This is an optimization exercise on Yosys and OpenROAD, whose aim is small area, not a production implementation.
RTL that was checked went through simulation tests only; none was proved equivalent to the original.
Power is estimated from default activity; no workload was simulated.

== maple ==
==> flow/design.v <==
module marlin_codec (
    input  wire        clk,
    input  wire        rst,
    input  wire        rx_valid,
    input  wire [7:0]  rx_byte,
    output wire        rx_result,
    output reg  [3:0]  rx_status,
    output wire [1:0]  msg_kind,
    output wire [15:0] msg_addr,
    output wire [7:0]  msg_bytelen,
    input  wire [7:0]  msg_idx,
    output wire [15:0] msg_word,
    input  wire        tx_req_valid,
    output wire        tx_req_ready,
    input  wire [1:0]  tx_cmd,
    input  wire [15:0] tx_addr,
    input  wire [1:0]  tx_ptype,
    input  wire [31:0] tx_data,
    input  wire        tx_wide,
    input  wire        tx_signed,
    input  wire [8:0]  tx_text_len,
    output wire [7:0]  txt_idx,
    input  wire [7:0]  txt_byte,
    output wire        tx_out_valid,
    input  wire        tx_out_ready,
    output reg  [7:0]  tx_out_byte,
    output reg  [1:0]  tx_status
);
    localparam [7:0] H1     = 8'h5A;
    localparam [7:0] H2     = 8'hA5;
    localparam [7:0] OK0    = 8'h4F;
    localparam [7:0] OK1    = 8'h4B;
    localparam [3:0] ST_IDLE         = 4'd0;
    localparam [3:0] ST_ACCUM        = 4'd1;
    localparam [3:0] ST_NOISE        = 4'd2;
    localparam [3:0] ST_DROP_HEADER  = 4'd3;
    localparam [3:0] ST_DROP_LENGTH  = 4'd4;
    localparam [3:0] ST_ACK          = 4'd5;
    localparam [3:0] ST_DROP_FIELDS  = 4'd6;
    localparam [3:0] ST_DROP_COMMAND = 4'd7;
    localparam [3:0] ST_MSG          = 4'd8;
    localparam [1:0] CL_WRITE = 2'd0;    
    localparam [1:0] CL_RVAR  = 2'd1;
    localparam [1:0] CL_RREG  = 2'd2;
    localparam [1:0] CL_OTHER = 2'd3;
    localparam [1:0] TS_IDLE   = 2'd0;
    localparam [1:0] TS_SENT   = 2'd1;
    localparam [1:0] TS_NOOP   = 2'd2;
    localparam [1:0] TS_REJECT = 2'd3;
    localparam [1:0] CMD_WREG = 2'd0;
    localparam [1:0] CMD_RREG = 2'd1;
    localparam [1:0] CMD_WVAR = 2'd2;
    localparam [1:0] CMD_RVAR = 2'd3;
    localparam [1:0] P_NONE = 2'd0;
    localparam [1:0] P_BYTE = 2'd1;
    localparam [1:0] P_INT  = 2'd2;
    localparam [1:0] P_TEXT = 2'd3;
    localparam [6:0] K_OFF0 = 7'd122;
    localparam [6:0] K_OFF1 = 7'd123;
    localparam [6:0] K_OFF2 = 7'd124;
    localparam [6:0] K_OFF3 = 7'd125;
    localparam [6:0] K_OFF5 = 7'd127;
    localparam [6:0] K_BAD  = 7'd64;
    reg [6:0] rx_k;
    reg [6:0] rx_kend;     
    reg [1:0] rx_cls;      
    reg [7:0] rx_b4;       
    reg [7:0] rx_b5;       
    reg [7:0] store [0:63];
    wire msg_on  = rx_status[3];
    wire is_rvar = (rx_cls == CL_RVAR);
    wire [1:0] cls_in  = (rx_byte == 8'h80 || rx_byte == 8'h82) ? CL_WRITE :
                         (rx_byte == 8'h83) ? CL_RVAR :
                         (rx_byte == 8'h81) ? CL_RREG : CL_OTHER;
    wire [1:0] cls_now = (rx_k == K_OFF3) ? cls_in : rx_cls;
    wire [7:0] bl = is_rvar ? store[63] : rx_b5;
    wire [6:0] k_inc   = rx_k + 7'd1;
    wire [6:0] fit_lim = is_rvar ? {rx_k[6:1], 1'b0} : k_inc;
    wire fit = (rx_k == (is_rvar ? 7'd0 : K_OFF5)) ? (rx_byte == 8'd0) :
               (!rx_k[6] && bl <= {1'b0, fit_lim});
    wire is_ack = (rx_k == K_OFF5) && (rx_b4 == OK0) && (rx_byte == OK1);
    wire [6:0] q_rvar = rx_k - 7'd1;
    wire [5:0] widx = is_rvar ? {q_rvar[0], q_rvar[5:1]} : rx_k[5:0];
    wire       wen  = rx_valid && !rx_k[6];
    integer m;
    always @(posedge clk) begin
        for (m = 0; m < 64; m = m + 1)
            if (wen && widx == m)
                store[m] <= rx_byte;
        if (rx_valid) begin
            if (rx_k == K_OFF2) rx_kend <= rx_byte[6:0] - 7'd4;
            if (rx_k == K_OFF3) rx_cls  <= cls_in;
            if (rx_k == 7'd126) rx_b4   <= rx_byte;
            if (rx_k == K_OFF5) rx_b5   <= rx_byte;
        end
    end
    always @(posedge clk) begin
        if (rst) begin
            rx_k      <= K_OFF0;
            rx_status <= ST_IDLE;
        end else if (rx_valid) begin
            if (rx_k == K_OFF0) begin
                if (rx_byte != H1) begin
                    rx_status <= ST_NOISE;
                end else begin
                    rx_status <= ST_ACCUM;
                    rx_k      <= K_OFF1;
                end
            end else if (rx_k == K_OFF1) begin
                rx_status <= ST_ACCUM;
                rx_k      <= (rx_byte == H2) ? K_OFF2 : K_BAD;
            end else if (rx_k == K_BAD) begin
                rx_status <= ST_DROP_HEADER;
                rx_k      <= K_OFF0;
            end else if (rx_k == K_OFF2) begin
                if (rx_byte == 8'd0 || rx_byte > 8'd67) begin
                    rx_status <= ST_DROP_LENGTH;
                    rx_k      <= K_OFF0;
                end else begin
                    rx_status <= ST_ACCUM;
                    rx_k      <= K_OFF3;
                end
            end else if (rx_k == rx_kend) begin
                rx_k <= K_OFF0;
                case (cls_now)
                    CL_WRITE: rx_status <= is_ack ? ST_ACK : ST_DROP_FIELDS;
                    CL_RVAR,
                    CL_RREG:  rx_status <= fit ? ST_MSG : ST_DROP_FIELDS;
                    default:  rx_status <= ST_DROP_COMMAND;
                endcase
            end else begin
                rx_status <= ST_ACCUM;
                rx_k      <= k_inc;
            end
        end
    end
    assign rx_result   = msg_on;
    assign msg_kind    = msg_on ? rx_cls : 2'd0;
    assign msg_addr    = !msg_on ? 16'h0000 : is_rvar ? {rx_b4, rx_b5} : {8'h00, rx_b4};
    assign msg_bytelen = msg_on ? bl : 8'h00;
    wire [8:0] idx_cmp = is_rvar ? {msg_idx, 1'b0} : {1'b0, msg_idx};
    wire       ent_on  = msg_on && (idx_cmp < {1'b0, bl});
    reg [31:0] rsel;
    integer r;
    always @* for (r = 0; r < 32; r = r + 1) rsel[r] = ent_on && (msg_idx[4:0] == r);
    wire [255:0] st_lo, st_hi;
    genvar g;
    generate
        for (g = 0; g < 32; g = g + 1) begin : g_st
            assign st_lo[8 * g +: 8] = store[g];
            assign st_hi[8 * g +: 8] = store[32 + g];
        end
    endgenerate
    wire [7:0] lo32, hi32;
    marlin_sel32 u_sel_lo (.d(st_lo), .sel(rsel), .y(lo32));
    marlin_sel32 u_sel_hi (.d(st_hi), .sel(rsel), .y(hi32));
    wire [7:0] w_hi    = is_rvar ? lo32 : 8'h00;
    wire [7:0] w_lo    = (is_rvar || msg_idx[5]) ? hi32 : lo32;
    assign msg_word    = {w_hi, w_lo};
    localparam [2:0] F_WREG0 = 3'd0;    
    localparam [2:0] F_WREG1 = 3'd1;    
    localparam [2:0] F_WVAR0 = 3'd2;    
    localparam [2:0] F_BYTE  = 3'd3;    
    localparam [2:0] F_SHORT = 3'd4;    
    localparam [2:0] F_LONG  = 3'd5;    
    localparam [2:0] F_TEXT  = 3'd6;    
    reg        tx_busy;
    reg [8:0]  tx_c;         
    reg [2:0]  tx_fmt;
    reg [15:0] tx_addr_q;
    reg [31:0] tx_data_q;    
    assign tx_req_ready = !tx_busy;
    assign tx_out_valid = tx_busy;
    assign txt_idx      = tx_c[7:0];
    wire req_text    = (tx_ptype == P_TEXT);
    wire req_illegal = tx_cmd[0] ||
                       (tx_cmd == CMD_WREG && (tx_addr[15:8] != 8'h00 || req_text)) ||
                       (req_text && tx_text_len > 9'd252);
    wire req_noop    = req_text && (tx_text_len == 9'd0);
    wire req_long = tx_wide && (!tx_signed || !tx_data[31]) && (tx_data[31:16] != 16'h0000);
    reg [2:0] req_fmt;
    always @* begin
        if (tx_cmd == CMD_WREG)
            req_fmt = (tx_ptype == P_NONE) ? F_WREG0 : F_WREG1;
        else
            case (tx_ptype)
                P_NONE:  req_fmt = F_WVAR0;
                P_BYTE:  req_fmt = F_BYTE;
                P_INT:   req_fmt = req_long ? F_LONG : F_SHORT;
                default: req_fmt = F_TEXT;
            endcase
    end
    wire       wvar   = (tx_fmt != F_WREG0) && (tx_fmt != F_WREG1);
    wire [7:0] tx_n   = tx_data_q[7:0];
    wire [8:0] c_inc  = tx_c + 9'd1;
    reg [7:0] tx_len;
    always @* begin
        case (tx_fmt)
            F_WREG0: tx_len = 8'd2;
            F_WREG1,
            F_WVAR0: tx_len = 8'd3;
            F_BYTE,
            F_SHORT: tx_len = 8'd5;
            F_LONG:  tx_len = 8'd7;
            default: tx_len = tx_n + 8'd3;
        endcase
    end
    reg tx_last;
    always @* begin
        case (tx_fmt)
            F_WREG0: tx_last = (tx_c == 9'h1FE);
            F_WREG1,
            F_WVAR0: tx_last = (tx_c == 9'h1FF);
            F_BYTE,
            F_SHORT: tx_last = (tx_c == 9'd1);
            F_LONG:  tx_last = (tx_c == 9'd3);
            default: tx_last = (c_inc == {1'b0, tx_n});
        endcase
    end
    always @* begin
        if (tx_c[8]) begin
            case (tx_c[2:0])
                3'd2:    tx_out_byte = H1;
                3'd3:    tx_out_byte = H2;
                3'd4:    tx_out_byte = tx_len;
                3'd5:    tx_out_byte = {6'b100000, wvar, 1'b0};
                3'd6:    tx_out_byte = wvar ? tx_addr_q[15:8] : tx_addr_q[7:0];
                default: tx_out_byte = wvar ? tx_addr_q[7:0] : tx_data_q[7:0];
            endcase
        end else begin
            case (tx_fmt)
                F_BYTE:  tx_out_byte = tx_c[0] ? 8'h00 : tx_data_q[7:0];
                F_LONG:
                    case (tx_c[1:0])
                        2'd0:    tx_out_byte = tx_data_q[31:24];
                        2'd1:    tx_out_byte = tx_data_q[23:16];
                        2'd2:    tx_out_byte = tx_data_q[15:8];
                        default: tx_out_byte = tx_data_q[7:0];
                    endcase
                F_TEXT:  tx_out_byte = txt_byte;
                default: tx_out_byte = tx_c[0] ? tx_data_q[7:0] : tx_data_q[15:8];
            endcase
        end
    end
    wire req_go = !tx_busy && tx_req_valid && !req_illegal && !req_noop;
    always @(posedge clk) begin
        if (req_go) begin
            tx_c      <= 9'h1FA;
            tx_fmt    <= req_fmt;
            tx_addr_q <= tx_addr;
            tx_data_q <= {tx_data[31:8], req_text ? tx_text_len[7:0] : tx_data[7:0]};
        end else if (tx_busy && tx_out_ready) begin
            tx_c <= c_inc;
        end
    end
    always @(posedge clk) begin
        if (rst) begin
            tx_busy   <= 1'b0;
            tx_status <= TS_IDLE;
        end else if (!tx_busy) begin
            if (tx_req_valid) begin
                if (req_illegal)
                    tx_status <= TS_REJECT;
                else if (req_noop)
                    tx_status <= TS_NOOP;
                else
                    tx_busy <= 1'b1;
            end
        end else if (tx_out_ready && tx_last) begin
            tx_busy   <= 1'b0;
            tx_status <= TS_SENT;
        end
    end
endmodule
module marlin_sel32 (
    input  wire [255:0] d,
    input  wire [31:0]  sel,
    output wire [7:0]   y
);
    genvar b, g;
    generate
        for (b = 0; b < 8; b = b + 1) begin : g_bit
            wire [10:0] n;
            for (g = 0; g < 10; g = g + 1) begin : g_grp
                marlin_aoi222 u_aoi (
                    .a0(d[8 * (3 * g) + b]),     .s0(sel[3 * g]),
                    .a1(d[8 * (3 * g + 1) + b]), .s1(sel[3 * g + 1]),
                    .a2(d[8 * (3 * g + 2) + b]), .s2(sel[3 * g + 2]),
                    .y(n[g]));
            end
            assign n[10] = ~((d[8 * 30 + b] & sel[30]) | (d[8 * 31 + b] & sel[31]));
            assign y[b] = ~&n;
        end
    endgenerate
endmodule
module marlin_aoi222 (
    input  wire a0, s0, a1, s1, a2, s2,
    output wire y
);
    assign y = ~((a0 & s0) | (a1 & s1) | (a2 & s2));
endmodule
Settings: LEC_CHECK=0, CAP_MARGIN=20, CORE_MARGIN=2, CORE_UTILIZATION=50, PLACE_DENSITY=0.55, SLEW_MARGIN=20, SYNTH_HIERARCHICAL=1; clock period 20.0 ns.
standard.sh (not shown) runs the stock make flow with config.mk's settings and CLKGATE_MAP_FILE= SYNTH_SCRIPT=/design/flow/synth_recipe.tcl, a recipe that flattens the netlist after the stock synthesis.
==> flow/flow/run.sh <==
#!/bin/bash
# Standard ORFS layout with small port buffers and a clock tree without dummy loads.
set -euo pipefail
export BUFFER_PORTS_ARGS="-buffer_cell sky130_fd_sc_hd__buf_1"
export CTS_ARGS="-sink_clustering_enable -repair_clock_nets -dont_use_dummy_load -buf_list sky130_fd_sc_hd__clkbuf_16 -sink_clustering_size 30 -sink_clustering_max_diameter 80"
bash standard.sh > standard.log 2>&1
Edits applied to the flow inputs when going from maple to cedar:
-- flow/design.v --
<<< maple, line 276
    input  wire [255:0] d,
    input  wire [31:0]  sel,
    output wire [7:0]   y
);
    genvar b, g;
    generate
        for (b = 0; b < 8; b = b + 1) begin : g_bit
            wire [10:0] n;
            for (g = 0; g < 10; g = g + 1) begin : g_grp
                marlin_aoi222 u_aoi (
                    .a0(d[8 * (3 * g) + b]),     .s0(sel[3 * g]),
                    .a1(d[8 * (3 * g + 1) + b]), .s1(sel[3 * g + 1]),
                    .a2(d[8 * (3 * g + 2) + b]), .s2(sel[3 * g + 2]),
                    .y(n[g]));
            end
            assign n[10] = ~((d[8 * 30 + b] & sel[30]) | (d[8 * 31 + b] & sel[31]));
            assign y[b] = ~&n;
        end
    endgenerate
endmodule
module marlin_aoi222 (
    input  wire a0, s0, a1, s1, a2, s2,
    output wire y
);
    assign y = ~((a0 & s0) | (a1 & s1) | (a2 & s2));
endmodule
>>> cedar, line 276
    input  wire [255:0] d,
    input  wire [31:0]  sel,
    output reg  [7:0]   y
);
    integer i;
    always @* begin
        y = 8'h00;
        for (i = 0; i < 32; i = i + 1)
            y = y | (d[8 * i +: 8] & {8{sel[i]}});
    end
endmodule
Findings:
- Measured against each other, maple and cedar differ in post-synthesis instance total, the lower figure coming from maple.
- Diff maple and cedar: via count of the first global-routing pass higher in cedar
- Lower shortest clock period the worst path allows after layout was reported by cedar, not maple.
- Going from maple to cedar, final clock period utilization by the worst path lower; area added between synthesis and finish dropped 1.7 points; fmax climbed about 2%; sequential share of the synthesized area saw a decrease; final instance area shows an increase of 0.82%.
- cedar against maple: met1 track utilization from global routing went up by 2.3 points, wire length of the first global-routing pass went up by 5.4%.
The RTL of cedar was laid out without a check of its function.

========
Setup of run a:
marlin_codec, a different RTL version from the one above (not shown whole).
Size: ~1600 cells after synthesis, ~160 I/O pins, ~25000 µm² of cells after synthesis.
Settings: LEC_CHECK=0, CAP_MARGIN=10, CORE_MARGIN=2, CORE_UTILIZATION=62, PLACE_DENSITY=0.75, SLEW_MARGIN=10, SYNTH_HIERARCHICAL=1; clock period 20.0 ns.
Scripts as last shown in full above: flow/flow/run.sh
Run a: flow completed, timing, DRC and antenna clean
Changes in run b relative to run a:
--- a/flow/design.v
+++ b/flow/design.v
@@ -65,36 +65,35 @@
     reg [1:0] rx_cls;      
     reg [7:0] rx_b4;       
     reg [7:0] rx_b5;       
     reg [7:0] store [0:63];
     wire msg_on  = rx_status[3];
     wire is_rvar = (rx_cls == CL_RVAR);
     wire [1:0] cls_in  = (rx_byte == 8'h80 || rx_byte == 8'h82) ? CL_WRITE :
                          (rx_byte == 8'h83) ? CL_RVAR :
                          (rx_byte == 8'h81) ? CL_RREG : CL_OTHER;
     wire [1:0] cls_now = (rx_k == K_OFF3) ? cls_in : rx_cls;
-    wire [7:0] bl = is_rvar ? store[63] : rx_b5;
+    wire [7:0] bl = is_rvar ? store[32] : rx_b5;
     wire [6:0] k_inc   = rx_k + 7'd1;
     wire [6:0] fit_lim = is_rvar ? {rx_k[6:1], 1'b0} : k_inc;
     wire fit = (rx_k == (is_rvar ? 7'd0 : K_OFF5)) ? (rx_byte == 8'd0) :
                (!rx_k[6] && bl <= {1'b0, fit_lim});
     wire is_ack = (rx_k == K_OFF5) && (rx_b4 == OK0) && (rx_byte == OK1);
-    wire [6:0] q_rvar = rx_k - 7'd1;
-    wire [5:0] widx = is_rvar ? {q_rvar[0], q_rvar[5:1]} : rx_k[5:0];
+    wire [5:0] widx = is_rvar ? {k_inc[0], k_inc[5:1]} : k_inc[5:0];
     wire       wen  = rx_valid && !rx_k[6];
     wire       len_wen = rx_valid && (rx_k == K_OFF2);
-    wire [7:0] len_q   = is_rvar ? store[31] : store[63];
+    wire [7:0] len_q   = store[0];
     wire [6:0] kend    = len_q[6:0] - 7'd4;     
     integer m;
     always @(posedge clk) begin
         for (m = 0; m < 64; m = m + 1)
-            if ((wen && widx == m) || (len_wen && (m == 31 || m == 63)))
+            if ((wen && widx == m) || (len_wen && m == 0))
                 store[m] <= rx_byte;
         if (rx_valid) begin
             if (rx_k == K_OFF3) rx_cls  <= cls_in;
             if (rx_k == 7'd126) rx_b4   <= rx_byte;
             if (rx_k == K_OFF5) rx_b5   <= rx_byte;
         end
     end
     always @(posedge clk) begin
         if (rst) begin
             rx_k      <= K_OFF0;
@@ -136,34 +135,35 @@
         end
     end
     assign rx_result   = msg_on;
     assign msg_kind    = msg_on ? rx_cls : 2'd0;
     assign msg_addr    = !msg_on ? 16'h0000 : is_rvar ? {rx_b4, rx_b5} : {8'h00, rx_b4};
     assign msg_bytelen = msg_on ? bl : 8'h00;
     wire [8:0] idx_cmp = is_rvar ? {msg_idx, 1'b0} : {1'b0, msg_idx};
     wire       ent_on  = msg_on && (idx_cmp < {1'b0, bl});
     reg [31:0] rsel;
     integer r;
-    always @* for (r = 0; r < 32; r = r + 1) rsel[r] = ent_on && (msg_idx[4:0] == r);
+    always @* for (r = 0; r < 32; r = r + 1) rsel[r] = ent_on && (msg_idx[4:0] == ((r + 31) % 32));
+    wire rreg_hi = msg_idx[5] ^ (msg_idx[4:0] == 5'd31);
     wire [255:0] st_lo, st_hi;
     genvar g;
     generate
         for (g = 0; g < 32; g = g + 1) begin : g_st
             assign st_lo[8 * g +: 8] = store[g];
             assign st_hi[8 * g +: 8] = store[32 + g];
         end
     endgenerate
     wire [7:0] lo32, hi32;
     marlin_sel32 u_sel_lo (.d(st_lo), .sel(rsel), .y(lo32));
     marlin_sel32 u_sel_hi (.d(st_hi), .sel(rsel), .y(hi32));
     wire [7:0] w_hi    = is_rvar ? lo32 : 8'h00;
-    wire [7:0] w_lo    = (is_rvar || msg_idx[5]) ? hi32 : lo32;
+    wire [7:0] w_lo    = (is_rvar || rreg_hi) ? hi32 : lo32;
     assign msg_word    = {w_hi, w_lo};
     localparam [2:0] F_WREG0 = 3'd0;    
     localparam [2:0] F_WREG1 = 3'd1;    
     localparam [2:0] F_WVAR0 = 3'd2;    
     localparam [2:0] F_BYTE  = 3'd3;    
     localparam [2:0] F_SHORT = 3'd4;    
     localparam [2:0] F_LONG  = 3'd5;    
     localparam [2:0] F_TEXT  = 3'd6;    
     reg        tx_busy;
     reg [8:0]  tx_c;         
Notes after the runs:
- Summary: relative slew slack, run b worse than run a
- From run a to run b the numbers moved as follows: global-route usage higher, synthesized cell count lower, global-route track usage on met3 higher, compound-gate portion of the synthesized area lower.
- Unique cell type count in the Yosys netlist (run b / run a): 1.06
- Run b vs run a: clock group share of total power up
- Between run a and run b, the relative area of clock buffers and inverters in the final design figures differ only marginally.
- Any difference in total routed wirelength between run a and run b is small enough to ignore.
- Re signal arrival time at the worst endpoint: run a was lower than run b.
- Die area (run b over run a): decrease, about 0.6%
- Summary of run b over run a: share of the clock period used by the worst path +1.2 points; number of buffers and inverters on the critical path held.

afterwards: timing with drivers on the ports:
The results above use ideal ports. As a check the final layouts listed here were re-extracted and re-timed, cells and wires unchanged. Step 1, drivers: a clkbuf_16 drives clk and a buf_2 each remaining input, both assumed. Step 2 adds t to the input delays and takes it off the output delays; t is the mean of the earliest and latest rising clock arrival at the registers after step 1. Input paths then give back, and output paths get back, about the clock's delay inside the block. Slacks: ideal ports / drivers / drivers and shift; pairs: ideal ports / drivers.
run | t (ns) | setup slack, ns | worst hold slack (ns) | latest minus earliest clock arrival (ns)
maple | 0.604 | 7.557 / 7.480 / 7.480 | 0.508 / 0.508 / 0.508 | 0.074 / 0.074
cedar | 0.671 | 7.808 / 7.755 / 7.755 | 0.524 / 0.524 / 0.524 | 0.057 / 0.057
run a | 0.641 | 7.729 / 7.691 / 7.691 | 0.478 / 0.478 / 0.478 | 0.055 / 0.056
run b | 0.641 | 7.484 / 7.396 / 7.396 | 0.468 / 0.468 / 0.468 | 0.089 / 0.089
After both steps every run listed still meets setup and hold. For run b, which loses most, drivers alone change the setup slack by -0.088 ns; drivers and shift together by -0.088 ns.
